Source: an optimization exercise on an open RTL-to-GDS flow (aim: small area). Production flows keep margins and buffers that such runs may drop.
Function was checked by simulation only, so behaviour that the tests miss may differ from the original.
Power and IR drop assume default switching activity.

### run.sh
#!/bin/bash
# synth_recipe.tcl (not shown) runs the flow's synth.tcl, then flattens the netlist and writes it again
# the make line also repeats each setting of config.mk as NAME=value (left out here)
make -C /OpenROAD-flow-scripts/flow DESIGN_CONFIG=/design/flow/config.mk WORK_HOME=/design/flow/orfs CLKGATE_MAP_FILE= SYNTH_SCRIPT=/design/flow/synth_recipe.tcl finish
### config.mk
export PLATFORM = sky130hd
export DESIGN_NAME = etu_da
export DESIGN_NICKNAME = etu_da
export VERILOG_FILES = /design/flow/design.v
export SDC_FILE = /design/flow/constraint.sdc
export NUM_CORES = 4
export LEC_CHECK = 0
export CAP_MARGIN = 20
export CORE_MARGIN = 2
export CORE_UTILIZATION = 40
export SLEW_MARGIN = 20
### constraint.sdc
create_clock -name core_clock -period 6.0 [get_ports {clk}]
set_input_delay 1.2000 -clock core_clock [delete_from_list [all_inputs] [get_ports {clk}]]
set_output_delay 1.2000 -clock core_clock [all_outputs]
set_load 0.01 [all_outputs]
### design.v
module etu_da (
    input  wire        clk,
    input  wire        rst,           
    input  wire        op_valid,
    input  wire [31:0] op_word,
    output reg         resp_valid,
    output reg  [2:0]  resp_status,
    output reg  [15:0] resp_data,
    output reg         diag_valid,
    output reg  [1:0]  diag_loop,
    output reg  [7:0]  diag_state,
    output wire        trig,
    output wire [15:0] motor_out,
    output wire [15:0] steer_out,
    output wire        frozen,
    output wire        irq
);
    localparam [7:0]  PHASE_SEED        = 8'd1;
    localparam [15:0] PW_INIT           = 16'd0;
    localparam [15:0] MOTOR_FWD         = 16'd100;
    localparam [15:0] STEER_DEFLECT     = 16'd100;
    localparam [15:0] STEER_NEUTRAL     = 16'd0;
    localparam [15:0] AVOID_MOTOR_CLOSE = 16'd0;
    localparam [15:0] AVOID_MOTOR_CLEAR = 16'd0;
    localparam [15:0] THRESHOLD         = 16'd150;
    localparam [15:0] PERIOD_ECHO       = 16'd50;
    localparam [15:0] PERIOD_CAR        = 16'd10;
    localparam [15:0] PERIOD_MOTOR      = 16'd1;
    localparam [15:0] PERIOD_STEER      = 16'd1;
    localparam [15:0] WDT_TIMEOUT       = 16'd2;
    localparam [1:0] L_ECHO = 2'd0, L_CAR = 2'd1, L_MOTOR = 2'd2, L_STEER = 2'd3;
    localparam [7:0] S_INIT = 8'd0, S_DRIVING = 8'd1, S_STOPPED = 8'd2, S_AVOID = 8'd3;
    localparam [2:0] ST_OK         = 3'd0;
    localparam [2:0] ST_RESERVED   = 3'd1;
    localparam [2:0] ST_BADINDEX   = 3'd2;
    localparam [2:0] ST_CONTRACT   = 3'd3;
    localparam [2:0] ST_RANGE      = 3'd4;
    localparam [2:0] ST_NOTENABLED = 3'd5;
    reg [7:0]  edge_phase;      
    reg [15:0] pulse_width;     
    reg [7:0]  drive_cmd;       
    reg [15:0] motor_sp;        
    reg [15:0] steer_sp;        
    reg [7:0]  st_echo, st_car, st_motor, st_steer;
    reg [15:0] wake_echo, wake_car, wake_motor, wake_steer;
    reg [15:0] tcnt;
    reg        es;
    reg        capie;
    reg        capf;
    reg        armed;
    reg        trig_r;
    reg        echo_in;
    reg        fatal_f;
    reg        wdt_armed;
    reg [15:0] wdt_cnt;
    reg [15:0] motor_out_r;
    reg [15:0] steer_out_r;
    wire ie = 1'b1;
    assign trig      = trig_r;
    assign motor_out = motor_out_r;
    assign steer_out = steer_out_r;
    assign frozen    = fatal_f;
    assign irq       = capf & capie & ie;
    wire [3:0]  cls = op_word[31:28];
    wire [3:0]  op  = op_word[27:24];
    wire [3:0]  idx = op_word[23:20];
    wire [3:0]  rsv = op_word[19:16];
    wire [15:0] imm = op_word[15:0];
    wire idx_z = (idx == 4'd0);
    wire rsv_z = (rsv == 4'd0);
    wire imm_z = (imm == 16'd0);
    wire is_reset    = (cls == 4'd0)  && (op == 4'd0);
    wire is_tick     = (cls == 4'd0)  && (op == 4'd1);
    wire is_edge     = (cls == 4'd0)  && (op == 4'd2);
    wire is_quantum  = (cls == 4'd0)  && (op == 4'd3);
    wire is_get      = (cls == 4'd1)  && (op == 4'd0);
    wire is_put      = (cls == 4'd1)  && (op == 4'd1);
    wire is_get_isr  = (cls == 4'd1)  && (op == 4'd2);
    wire is_put_isr  = (cls == 4'd1)  && (op == 4'd3);
    wire is_dispatch = (cls == 4'd2)  && (op == 4'd0);
    wire is_step     = (cls == 4'd2)  && (op == 4'd1);
    wire is_capture  = (cls == 4'd3)  && (op == 4'd0);
    wire is_setst    = (cls == 4'd15) && (op == 4'd0);
    reg reserved;
    always @* begin
        if (is_reset || is_quantum || is_dispatch || is_capture)
            reserved = !(idx_z && rsv_z && imm_z);
        else if (is_tick || is_edge)
            reserved = !(idx_z && rsv_z);
        else if (is_get || is_get_isr || is_step)
            reserved = !(rsv_z && imm_z);
        else if (is_put || is_put_isr || is_setst)
            reserved = !rsv_z;
        else
            reserved = 1'b1;
    end
    wire cell_op   = is_get || is_put || is_get_isr || is_put_isr;
    wire bad_index = (cell_op && (idx >= 4'd5)) || ((is_step || is_setst) && (idx >= 4'd4));
    wire contract  = is_get_isr || is_put_isr;
    wire u8_cell   = (idx == 4'd0) || (idx == 4'd2);
    wire range_err = (is_put && u8_cell && (imm[15:8] != 8'd0)) ||
                     (is_edge && (imm[15:1] != 15'd0)) ||
                     (is_setst && (imm[15:8] != 8'd0));
    wire cap_en    = capf && capie && ie;
    wire not_en    = (is_capture && !cap_en) || (is_step && fatal_f);
    reg [2:0] status;
    always @* begin
        if (reserved)       status = ST_RESERVED;
        else if (bad_index) status = ST_BADINDEX;
        else if (contract)  status = ST_CONTRACT;
        else if (range_err) status = ST_RANGE;
        else if (not_en)    status = ST_NOTENABLED;
        else                status = ST_OK;
    end
    wire do_op = op_valid && (status == ST_OK);
    reg       run_loop;       
    reg [1:0] run_id;
    always @* begin
        run_loop = 1'b0;
        run_id   = L_ECHO;
        if (do_op && is_step) begin
            run_loop = 1'b1;
            run_id   = idx[1:0];
        end else if (do_op && is_dispatch && !fatal_f) begin
            if (wake_motor == 16'd0) begin
                run_loop = 1'b1; run_id = L_MOTOR;
            end else if (wake_steer == 16'd0) begin
                run_loop = 1'b1; run_id = L_STEER;
            end else if (wake_car == 16'd0) begin
                run_loop = 1'b1; run_id = L_CAR;
            end else if (wake_echo == 16'd0) begin
                run_loop = 1'b1; run_id = L_ECHO;
            end
        end
    end
    reg [7:0] run_state;
    always @* begin
        case (run_id)
            L_ECHO:  run_state = st_echo;
            L_CAR:   run_state = st_car;
            L_MOTOR: run_state = st_motor;
            default: run_state = st_steer;
        endcase
    end
    reg recognised;
    always @* begin
        case (run_id)
            L_CAR:   recognised = (run_state <= 8'd3);
            default: recognised = (run_state <= 8'd1);
        endcase
    end
    wire take_fatal = run_loop && !recognised;
    wire run_ok     = run_loop && recognised;
    wire run_echo  = run_ok && (run_id == L_ECHO);
    wire run_car   = run_ok && (run_id == L_CAR);
    wire run_motor = run_ok && (run_id == L_MOTOR);
    wire run_steer = run_ok && (run_id == L_STEER);
    reg [7:0] car_next;
    always @* begin
        case (st_car)
            S_INIT:    car_next = S_STOPPED;
            S_STOPPED: car_next = (drive_cmd == 8'd1) ? S_DRIVING :
                                  (drive_cmd == 8'd2) ? S_AVOID : S_STOPPED;
            S_DRIVING: car_next = (drive_cmd == 8'd0) ? S_STOPPED : S_DRIVING;
            default:   car_next = (drive_cmd == 8'd0) ? S_STOPPED : S_AVOID;
        endcase
    end
    wire obstacle_close = (pulse_width < THRESHOLD);
    reg [15:0] car_motor_sp, car_steer_sp;
    always @* begin
        case (car_next)
            S_DRIVING: begin
                car_motor_sp = MOTOR_FWD;
                car_steer_sp = STEER_NEUTRAL;
            end
            S_AVOID: begin
                if (obstacle_close) begin
                    car_motor_sp = AVOID_MOTOR_CLOSE;
                    car_steer_sp = STEER_DEFLECT;
                end else begin
                    car_motor_sp = AVOID_MOTOR_CLEAR;
                    car_steer_sp = STEER_NEUTRAL;
                end
            end
            default: begin
                car_motor_sp = 16'd0;
                car_steer_sp = STEER_NEUTRAL;
            end
        endcase
    end
    reg [15:0] get_data;
    always @* begin
        case (idx)
            4'd0:    get_data = {8'd0, edge_phase};
            4'd1:    get_data = pulse_width;
            4'd2:    get_data = {8'd0, drive_cmd};
            4'd3:    get_data = motor_sp;
            default: get_data = steer_sp;
        endcase
    end
    wire [15:0] wdt_dec    = (wdt_cnt != 16'd0) ? (wdt_cnt - 16'd1) : 16'd0;
    wire        wdt_expire = do_op && is_quantum && wdt_armed && (wdt_dec == 16'd0);
    wire soft_reset = rst || (do_op && is_reset) || wdt_expire;
    always @(posedge clk) begin
        if (soft_reset) begin
            edge_phase  <= 8'd0;
            pulse_width <= PW_INIT;
            drive_cmd   <= 8'd0;
            motor_sp    <= 16'd0;
            steer_sp    <= 16'd0;
            st_echo     <= 8'd0;
            st_car      <= 8'd0;
            st_motor    <= 8'd0;
            st_steer    <= 8'd0;
            wake_echo   <= 16'd0;
            wake_car    <= 16'd0;
            wake_motor  <= 16'd0;
            wake_steer  <= 16'd0;
            tcnt        <= 16'd0;
            es          <= 1'b0;
            capie       <= 1'b0;
            capf        <= 1'b0;
            armed       <= 1'b0;
            trig_r      <= 1'b0;
            fatal_f     <= 1'b0;
            wdt_armed   <= 1'b0;
            wdt_cnt     <= 16'd0;
            motor_out_r <= 16'd0;
            steer_out_r <= 16'd0;
            if (rst)
                echo_in <= 1'b0;
        end else if (do_op) begin
            if (is_tick && armed)
                tcnt <= tcnt + imm;
            if (is_edge) begin
                echo_in <= imm[0];
                if ((!echo_in && imm[0] && es) || (echo_in && !imm[0] && !es))
                    capf <= 1'b1;
            end
            if (is_quantum) begin
                if (wake_echo  != 16'd0) wake_echo  <= wake_echo  - 16'd1;
                if (wake_car   != 16'd0) wake_car   <= wake_car   - 16'd1;
                if (wake_motor != 16'd0) wake_motor <= wake_motor - 16'd1;
                if (wake_steer != 16'd0) wake_steer <= wake_steer - 16'd1;
                if (wdt_armed)
                    wdt_cnt <= wdt_dec;
            end
            if (is_put) begin
                case (idx)
                    4'd0:    edge_phase  <= imm[7:0];
                    4'd1:    pulse_width <= imm;
                    4'd2:    drive_cmd   <= imm[7:0];
                    4'd3:    motor_sp    <= imm;
                    default: steer_sp    <= imm;
                endcase
            end
            if (is_capture) begin
                capf <= 1'b0;
                if (edge_phase == 8'd0) begin
                    es         <= 1'b0;
                    tcnt       <= 16'd0;
                    edge_phase <= 8'd1;
                end else begin
                    es          <= 1'b1;
                    pulse_width <= tcnt;
                    edge_phase  <= 8'd0;
                end
            end
            if (is_setst) begin
                case (idx[1:0])
                    L_ECHO:  st_echo  <= imm[7:0];
                    L_CAR:   st_car   <= imm[7:0];
                    L_MOTOR: st_motor <= imm[7:0];
                    default: st_steer <= imm[7:0];
                endcase
            end
            if (run_echo) begin
                if (st_echo == 8'd0) begin
                    es         <= 1'b1;
                    capf       <= 1'b0;
                    edge_phase <= PHASE_SEED;
                    trig_r     <= 1'b1;
                    capie      <= 1'b1;
                    armed      <= 1'b1;
                    st_echo    <= 8'd1;
                end else begin
                    trig_r     <= ~trig_r;
                end
                wake_echo <= PERIOD_ECHO;
            end
            if (run_car) begin
                st_car    <= car_next;
                motor_sp  <= car_motor_sp;
                steer_sp  <= car_steer_sp;
                wake_car  <= PERIOD_CAR;
            end
            if (run_motor) begin
                if (st_motor == 8'd0)
                    st_motor <= 8'd1;
                else
                    motor_out_r <= motor_sp;
                wake_motor <= PERIOD_MOTOR;
            end
            if (run_steer) begin
                if (st_steer == 8'd0)
                    st_steer <= 8'd1;
                else
                    steer_out_r <= steer_sp;
                wake_steer <= PERIOD_STEER;
            end
            if (take_fatal) begin
                wdt_armed <= 1'b1;
                wdt_cnt   <= WDT_TIMEOUT;
                fatal_f   <= 1'b1;
            end
        end
    end
    always @(posedge clk) begin
        if (rst) begin
            resp_valid  <= 1'b0;
            resp_status <= ST_OK;
            resp_data   <= 16'd0;
            diag_valid  <= 1'b0;
            diag_loop   <= 2'd0;
            diag_state  <= 8'd0;
        end else begin
            resp_valid  <= op_valid;
            resp_status <= op_valid ? status : ST_OK;
            resp_data   <= (do_op && is_get) ? get_data : 16'd0;
            diag_valid  <= take_fatal;
            diag_loop   <= take_fatal ? run_id : 2'd0;
            diag_state  <= take_fatal ? run_state : 8'd0;
        end
    end
endmodule
==> run notes <==
## per-stage QoR
step / instances / instance area (µm²)
finish: 2104 / 15640
global route: 2104 / 15640
CTS: 2104 / 15640
detailed placement: 2051 / 14600
global placement: 2051 / 14600
floorplan: 1557 / 13050
## cell type report
cell class | count | area, µm² | share of cell area
Multi-Input combinational cell | 1171 | 7321 | 0.4680
Sequential cell | 261 | 5235 | 0.3347
Timing Repair Buffer | 147 | 1379 | 0.08815
Clock buffer | 40 | 827.0 | 0.05287
Tap cell | 442 | 553.0 | 0.03535
Clock inverter | 13 | 215.2 | 0.01376
Inverter | 30 | 112.6 | 0.007199
## power breakdown
part           internal, mW  leakage (nW)  switching (mW)
Clock                  1.18         0.511           0.757
Combinational        0.0528          3.00          0.0929
Sequential             1.74          2.10        0.000430
## routing by layer
| layer | up-vias | global-route usage | part of all wire |
|---|---|---|---|
| met5 | - | 0 | 0 |
| met4 | 0 | 0.05778 | 0.023 |
| met3 | 70 | 0.03833 | 0.061 |
| met2 | 351 | 0.3346 | 0.42 |
| met1 | 5692 | 0.3274 | 0.49 |
| li1 | 5784 | - | - |
## synthesized netlist by cell type, drive strengths merged (3+ instances only)
master	count	area, µm²
a31oi	23	156.4
a21boi	6	45.04
xor2	35	306.5
nand3	64	320.3
o31a	5	43.79
and2	10	62.56
a21o	6	45.04
nand2	199	749.5
nand3b	6	45.04
a211o	3	26.28
nor3	55	301.5
nor3b	7	52.55
or2	3	18.77
a22oi	30	225.2
or3	24	150.1
a311oi	4	41.29
o22ai	14	87.58
nor4	38	259.0
o21a	9	67.56
xnor2	36	315.3
dfxtp	260	5205
ha	21	262.8
nand4b	3	26.28
o21ai	49	249.0
a211oi	29	217.7
a21oi	95	479.2
mux2	14	157.7
nor2	187	704.4
o41ai	3	45.05
a22o	3	26.28
and3	10	62.56
or4	18	135.1
inv	30	112.6
o31ai	12	95.09
mux4	8	180.2
a31o	5	43.79
mux2i	66	660.6
nand4	16	100.1
clkbuf	50	187.7
nor4b	4	41.29
o21bai	4	30.03
buf	45	227.7
o211ai	10	88.83
nand2b	11	68.82
## state kept, by name (all words and copies together), names as in the netlist, 2 cells and up
register,flops
wake_steer,16
st_steer,8
wake_motor,16
tcnt,16
pulse_width,16
steer_sp,16
resp_status,3
steer_out_r,16
drive_cmd,8
resp_data,16
edge_phase,8
wdt_cnt,16
st_car,8
diag_state,8
st_echo,8
motor_out_r,16
wake_echo,16
st_motor,8
diag_loop,2
motor_sp,16
wake_car,16
## tightest hold or removal path: cells and delay by family (launching register included)
| family | cells | cell delay, ns |
|---|---|---|
| flip-flops | 1 | 0.31 |
| AND/OR/NAND/NOR | 1 | 0.05 |
| multiplexers | 1 | 0.05 |
## cell families (layout without fill, tap and decap cells)
family,count (synthesis),after routing,synth area share
and+or+nand+nor,662,662,0.2420
AOI/OAI and AO/OA,328,328,0.1705
DFF,261,261,0.4012
buffers and inverters,125,230,0.04046
muxes,88,88,0.07652
xor gates and xnor gates,71,71,0.04766
adders and majority gates,22,22,0.02167
## final timing paths
path / slack [ns] / endpoint
setup reg to reg: 1.41 / steer_out_r[13]$_SDFFE_PP0P_
hold / removal: 0.45 / steer_out_r[15]$_SDFFE_PP0P_
setup / recovery: 0.80 / steer_out_r[13]$_SDFFE_PP0P_
hold reg to reg: 0.45 / steer_out_r[15]$_SDFFE_PP0P_
==> run_results.csv <==
group,metric,value,unit
clock_network,path_clk_slew,0.06,ns
clock_network,cts_resized,0,
routing,detailroute.via_count,11900,
setup_path,worst-path-stages,12,
clock_network,cts_tree,"done",
setup_path,cpPeakStageDelay,0.52,ns
hold_path,min_path_cells,2,
synthesis,ys.warnings.count,1,
placement,port_buffers,100,
setup_path,r2r_cells,13,
routing,firstDrtPassIters,5,
routing,first_iter_violations,950,
routing,drc,0,
routing,wl_per_cell,18.26,µm
synthesis,syn-num-nets,1614,
die,die_w,184.6,µm
hold_path,hold_class,"reg -> reg",
timing,setup_ws,0.8032,ns
clock_network,htreeDepth,1,
timing,fin_setup_tns,0,ns
run,max_cap_viol_count,0,
routing,ant_nets,0,
setup_path,worstPathRequired,6.49,ns
synthesis,synth_sequential_area_ratio,0.4012,
synthesis,post_synth_instance_area,0.01305,mm²
grt,grt_pass1_wl,61160,µm
final_layout,layout_commonest_cell,"dfxtp_1",
final_layout,fin_util,0.4845,
hold_path,hold_start,"steer_out_r[15]$_SDFFE_PP0P_",
die,start_util,0.4041,
clock_network,cts_root_buf,"clkbuf_16",
synthesis,synth_edf_count,1,
setup_path,worst_setup_path_end_kind,"flop",
power_and_ir_drop,peakVddDrop,232.5,µV
timing,finalSetupViolCount,0,
timing,period_share,0.8661,
synthesis,yosys_register_bits,261,
power_and_ir_drop,finalPower,3.819,mW
timing,finalHoldViolations,0,
routing,routed_wl,38410,µm
synthesis,syn_inst,1557,
status,status,"timing/DRC/antenna clean",
setup_path,cp_top_family,"simple AND/OR/NAND/NOR gates",
setup_path,cp-start-kind,"input port",
clock_network,clock_latency,0.57,ns
setup_path,path_max_fanout,16,
timing,worst_pin_slew,0.9972,ns
setup_path,r2r-start,"wake_car[0]$_SDFFE_PP0P_",
final_layout,fill_cells,3102,
setup_path,cp_num_buf_inv,2,
grt,grt_max_degree,81,
synthesis,synthDistinctLibCells,83,
die,ios,101,
die,fp-row-count,66,
final_layout,drive_gt1_frac,0.09326,
setup_path,cp.arrival,5.69,ns
timing,slew_viol_final,0,
die,die_h,184.6,µm
grt,grt_pass1_vias,11120,
synthesis,avgSynthCellArea,8.381,µm²
routing,routed_via_density,5.654,
timing,fin_worst_skew,0.01362,ns
timing,max_freq,192.4,MHz
placement,dp_hpwl,27860,µm
clock_network,hold_buffers,0,
die,core_area,0.03229,mm²
synthesis,postSynth.asyncResetShare,0,
grt,antenna_found_initial,0,
timing,period_needed,5.197,ns
power_and_ir_drop,powerDensity,244.1,mW/mm²
setup_path,crit_start,"op_word[9]",
clock_network,cts_made_buffers,29,
power_and_ir_drop,power_leakage,5.617,nW
timing,relSlewSlack,0.3295,
setup_path,path_cells,"clkdlybuf4s50_1 > nor4_1 > nand2_1 > or4_1 > a21oi_1 > o2111a_2 > nand2_2 > o311ai_2 > nand4_1 > nor3b_2 > buf_4 > mux2i_1",
final_layout,num-nets-final,1697,
timing,grt_setup_unrepaired,"no",
synthesis,synthFlopType,"dfxtp_1",
placement,place_congestion,0.8965,
die,dieArea,0.03408,mm²
setup_path,crit_slowest_cell,"or4_1",
final_layout,diodes,0,
clock_network,cts.sinks,261,
grt,groute.usage.overall,0.2225,
final_layout,layout_common_cells,"dfxtp_1 (260), nand2_1 (198), nor2_1 (186), clkdlybuf4s50_1 (100), a21oi_1 (94)",
final_layout,area_delta_synth_final,19.88,%
clock_network,cts_max_path_buffers,3,
setup_path,crit_type,"in -> reg",
grt,overflow,0,
clock_network,cts_post_setup_buffers_inserted,0,
placement,dp_slack,0.3293,ns
timing,hold_slack,0.4539,ns

==> what the ideal ports hide <==
Ports are ideal in the flow. The routed layout listed here was re-timed in OpenROAD.
Step 1, drivers: a clkbuf_16 drives clk and a buf_2 each remaining input, both assumed.
Step 2 times the ports against the registers' clock, not the clock port: input delays grow and output delays shrink by t, the midpoint of the rising clock arrivals with the driver on.
Slacks: ideal ports / drivers / drivers and shift; pairs: ideal ports / drivers.
shift t [ns]: 0.615
setup WS [ns]: 0.803 / 0.833 / 0.218
hold slack, ns: 0.454 / 0.454 / 0.454
worst setup path at the end: input to register
After both steps this run still meets setup and hold. For this run, drivers alone change the setup slack by +0.030 ns; drivers and shift together by -0.585 ns.
